Context: an optimization exercise on an open-source flow, tuned for small area, a short achievable clock period and few clock cycles. The choices shown serve that exercise and are no tape-out recipe. At most, simulation tests tie the RTL to the original design; equivalence was not proved.

## rev 12
==> flow/design.v <==
module xxtea_engine (
    input  wire         clk,
    input  wire         rst,       
    input  wire         start,     
    input  wire         decrypt,   
    input  wire [3:0]   nwords,    
    input  wire [127:0] key,       
    input  wire [255:0] din,       
    output wire         ready,
    output reg          done,
    output reg          err,
    output wire [255:0] dout
);
    localparam [31:0] DELTA = 32'h9E3779B9;
    localparam [1:0] S_IDLE = 2'd0, S_PRE1 = 2'd1, S_PRE2 = 2'd2, S_RUN = 2'd3;
    reg [31:0] s [0:7];      
    reg [31:0] k [0:3];      
    reg [31:0] c, y, z;      
    reg [1:0]  st;
    reg        dec;
    reg        d2;           
    reg [2:0]  last;         
    reg [2:0]  p;            
    reg [2:0]  q;            
    reg [5:0]  rleft;        
    reg [31:0] sum;
    reg [2:0]  p_n;          
    reg [31:0] sum_n;
    integer i;
    reg [5:0]  rounds;
    reg [31:0] sum_dec0;
    always @* begin
        case (nwords)
            4'd2:    begin rounds = 6'd32; sum_dec0 = 32'hC6EF3720; end
            4'd3:    begin rounds = 6'd23; sum_dec0 = 32'h36FBEF9F; end
            4'd4:    begin rounds = 6'd19; sum_dec0 = 32'hBE1E08BB; end
            4'd5:    begin rounds = 6'd16; sum_dec0 = 32'hE3779B90; end
            4'd6:    begin rounds = 6'd14; sum_dec0 = 32'hA708A81E; end
            4'd7:    begin rounds = 6'd13; sum_dec0 = 32'h08D12E65; end
            4'd8:    begin rounds = 6'd12; sum_dec0 = 32'h6A99B4AC; end
            default: begin rounds = 6'd0;  sum_dec0 = 32'h00000000; end
        endcase
    end
    wire        run = (st == S_RUN);
    wire        idle = (st == S_IDLE);
    wire [31:0] x   = s[q];
    reg  [31:0] kw;          
    wire [31:0] mx  = (((y >> 5) ^ (z << 2)) + ((z >> 3) ^ (y << 4))) ^
                      ((sum ^ z) + (kw ^ y));
    wire [31:0] nv  = ((c ^ {32{dec}}) + mx) ^ {32{dec}};
    wire round_end = dec ? (p == 3'd0) : (p == last);
    wire [2:0] q_nxt = (q == last) ? 3'd0 : q + 3'd1;
    wire [2:0] q_prv = (q == 3'd0) ? last : q - 3'd1;
    assign ready = idle;
    genvar gi;
    generate
        for (gi = 0; gi < 8; gi = gi + 1) begin : g_out
            assign dout[32*gi +: 32] = s[gi];
        end
    endgenerate
    always @(posedge clk) begin
        for (i = 0; i < 8; i = i + 1)
            if (idle)
                s[i] <= din[32*i +: 32];
            else if (run && p == i)
                s[i] <= nv;
    end
    always @(posedge clk)
        if (idle)
            for (i = 0; i < 4; i = i + 1)
                k[i] <= key[32*i +: 32];
    wire pre = (st == S_PRE1) || (st == S_PRE2);
    wire [31:0] c_d = (pre && !dec) ? s[0] : (dec ? z : y);
    wire [31:0] y_d = pre ? (dec ? s[0] : s[1]) : ((dec || d2) ? nv : x);
    wire [31:0] z_d = (pre || (dec && !d2)) ? x : nv;
    always @(posedge clk) begin
        c <= c_d;
        y <= y_d;
        z <= z_d;
    end
    always @* begin
        p_n   = p;
        sum_n = sum;
        if (idle) begin
            p_n   = decrypt ? nwords[2:0] - 3'd1 : 3'd0;
            sum_n = decrypt ? sum_dec0 : DELTA;
        end else if (run) begin
            if (round_end) begin
                p_n   = dec ? last : 3'd0;
                sum_n = dec ? sum - DELTA : sum + DELTA;
            end else begin
                p_n   = dec ? p - 3'd1 : p + 3'd1;
            end
        end
    end
    always @(posedge clk) begin
        p   <= p_n;
        sum <= sum_n;
        kw  <= k[p_n[1:0] ^ sum_n[3:2]];
    end
    always @(posedge clk) begin
        if (rst) begin
            st   <= S_IDLE;
            done <= 1'b0;
            err  <= 1'b0;
        end else begin
            done <= 1'b0;
            case (st)
                S_IDLE: if (start) begin
                    dec   <= decrypt;
                    d2    <= (nwords == 4'd2);
                    last  <= nwords[2:0] - 3'd1;
                    rleft <= rounds;
                    q     <= nwords[2:0] - 3'd1;
                    if (nwords == 4'd0 || nwords > 4'd8) begin
                        err  <= 1'b1;
                        done <= 1'b1;
                    end else if (nwords == 4'd1) begin
                        err  <= 1'b0;
                        done <= 1'b1;
                    end else begin
                        err  <= 1'b0;
                        st   <= S_PRE1;
                    end
                end
                S_PRE1: begin
                    if (dec) begin
                        st <= S_PRE2;
                        q  <= q_prv;
                    end else begin
                        st <= S_RUN;
                        q  <= d2 ? 3'd0 : 3'd2;
                    end
                end
                S_PRE2: begin
                    st <= S_RUN;
                    q  <= q_prv;
                end
                default: begin
                    q <= dec ? q_prv : q_nxt;
                    if (round_end) begin
                        rleft <= rleft - 6'd1;
                        if (rleft == 6'd1) begin
                            st   <= S_IDLE;
                            done <= 1'b1;
                        end
                    end
                end
            endcase
        end
    end
endmodule
==> flow/config.mk <==
export PLATFORM = sky130hd
export DESIGN_NAME = xxtea_engine
export DESIGN_NICKNAME = xxtea_engine
export VERILOG_FILES = /design/flow/design.v
export SDC_FILE = /design/flow/constraint.sdc
export NUM_CORES = 4
export LEC_CHECK = 0
export ABC_AREA = 1
export CAP_MARGIN = 20
export CORE_MARGIN = 2
export CORE_UTILIZATION = 40
export PLACE_DENSITY = 0.6
export SLEW_MARGIN = 20
==> flow/constraint.sdc <==
create_clock -name core_clock -period 11.0 [get_ports {clk}]
set_input_delay 2.2000 -clock core_clock [delete_from_list [all_inputs] [get_ports {clk}]]
set_output_delay 2.2000 -clock core_clock [all_outputs]
set_load 0.01 [all_outputs]
standard.sh (not shown) runs the stock make flow with config.mk's settings and CLKGATE_MAP_FILE= SYNTH_SCRIPT=/design/flow/synth_recipe.tcl, a recipe that flattens the netlist after the stock synthesis.
==> flow/flow/run.sh <==
#!/bin/bash
# The standard layout, with buf_1 port buffers and a larger setup repair margin.
set -euo pipefail
export BUFFER_PORTS_ARGS="-buffer_cell sky130_fd_sc_hd__buf_1"
export SETUP_SLACK_MARGIN=6.0
bash standard.sh > standard.log 2>&1
Testbench counts of rev 12, summed over its fixed seeds: cycles 263,646.
[inputs] rev 13 vs rev 12
-- flow/design.v --
<<< rev 12, line 72
    wire pre = (st == S_PRE1) || (st == S_PRE2);
    wire [31:0] c_d = (pre && !dec) ? s[0] : (dec ? z : y);
    wire [31:0] y_d = pre ? (dec ? s[0] : s[1]) : ((dec || d2) ? nv : x);
    wire [31:0] z_d = (pre || (dec && !d2)) ? x : nv;
    always @(posedge clk) begin
        c <= c_d;
>>> rev 13, line 72
    wire pre = (st == S_PRE1) || (st == S_PRE2);
    wire [31:0] c_d = (pre && !dec) ? s[0] : (dec ? z : y);
    wire        y_nv = !pre && (dec || d2);
    wire        z_nv = !pre && !(dec && !d2);
    wire [31:0] y_o  = pre ? (dec ? s[0] : s[1]) : x;
    wire [31:0] y_d  = y_nv ? nv : y_o;
    wire [31:0] z_d  = z_nv ? nv : x;
    always @(posedge clk) begin
        c <= c_d;
<<< rev 12, line 94
        end
    end
    always @(posedge clk) begin
        p   <= p_n;
        sum <= sum_n;
        kw  <= k[p_n[1:0] ^ sum_n[3:2]];
    end
    always @(posedge clk) begin
>>> rev 13, line 97
        end
    end
    wire [1:0] kidx_n = run ? (p_n[1:0] ^ sum_n[3:2]) : (p[1:0] ^ sum[3:2]);
    always @(posedge clk) begin
        p   <= p_n;
        sum <= sum_n;
        kw  <= k[kidx_n];
    end
    always @(posedge clk) begin
[summary]
- Rev 13 ran to completion and came out clean on the timing, design-rule and antenna checks.
- Compared with rev 12, in rev 13 worst setup slack now larger; worst hold slack about even; fraction of the mapped netlist area in compound gates went up; die outline width stayed essentially flat; mean cell area of the mapped netlist shows an increase of 2.3%.
- Number of buffers inserted during clock tree synthesis, rev 13 vs rev 12: down slightly
- | depth of the critical timing path with buffers and inverters included | rev 13 vs rev 12 | 6 lower |
- Delta (rev 13 minus rev 12): via count now smaller.
- Total routed wirelength: rev 12 vs rev 13, no meaningful difference
- Rev 13 against rev 12: relative slew slack shows a reduction of 3.0 points, post-layout minimum cycle time down 21 ps, average detailed-routed wire length per instance went up 1.5%.
- Logic depth of the worst register-to-register path: rev 12 and rev 13 compared, higher one is rev 12
No functional check of the RTL was part of rev 13.

-- static timing again, ports no longer ideal --
No port has a modelled driver above. Below, the same layouts with a new extraction and two added sets of constraints. Step 1 assumes that a clkbuf_16 drives the clock port and a buf_2 every other input. Step 2 adds t to the input delays and takes it off the output delays; t is the mean of the earliest and latest rising clock arrival at the registers after step 1. Input paths then give back, and output paths get back, about the clock's delay inside the block. Three values: ideal ports, drivers, drivers and shift; two values: the first two.
run | t (ns) | slack for setup (ns) | worst hold slack (ns) | pins driven straight from the clock port
rev 12 | 0.686 | 6.137 / 6.085 / 5.552 | 0.449 / 0.449 / 0.449 | 1
rev 13 | 0.695 | 6.158 / 6.158 / 5.558 | 0.446 / 0.446 / 0.446 | 1
After both steps setup and hold are still met in every run listed. For rev 13, which loses most, drivers alone change the setup slack by 0.000 ns; drivers and shift together by -0.600 ns.
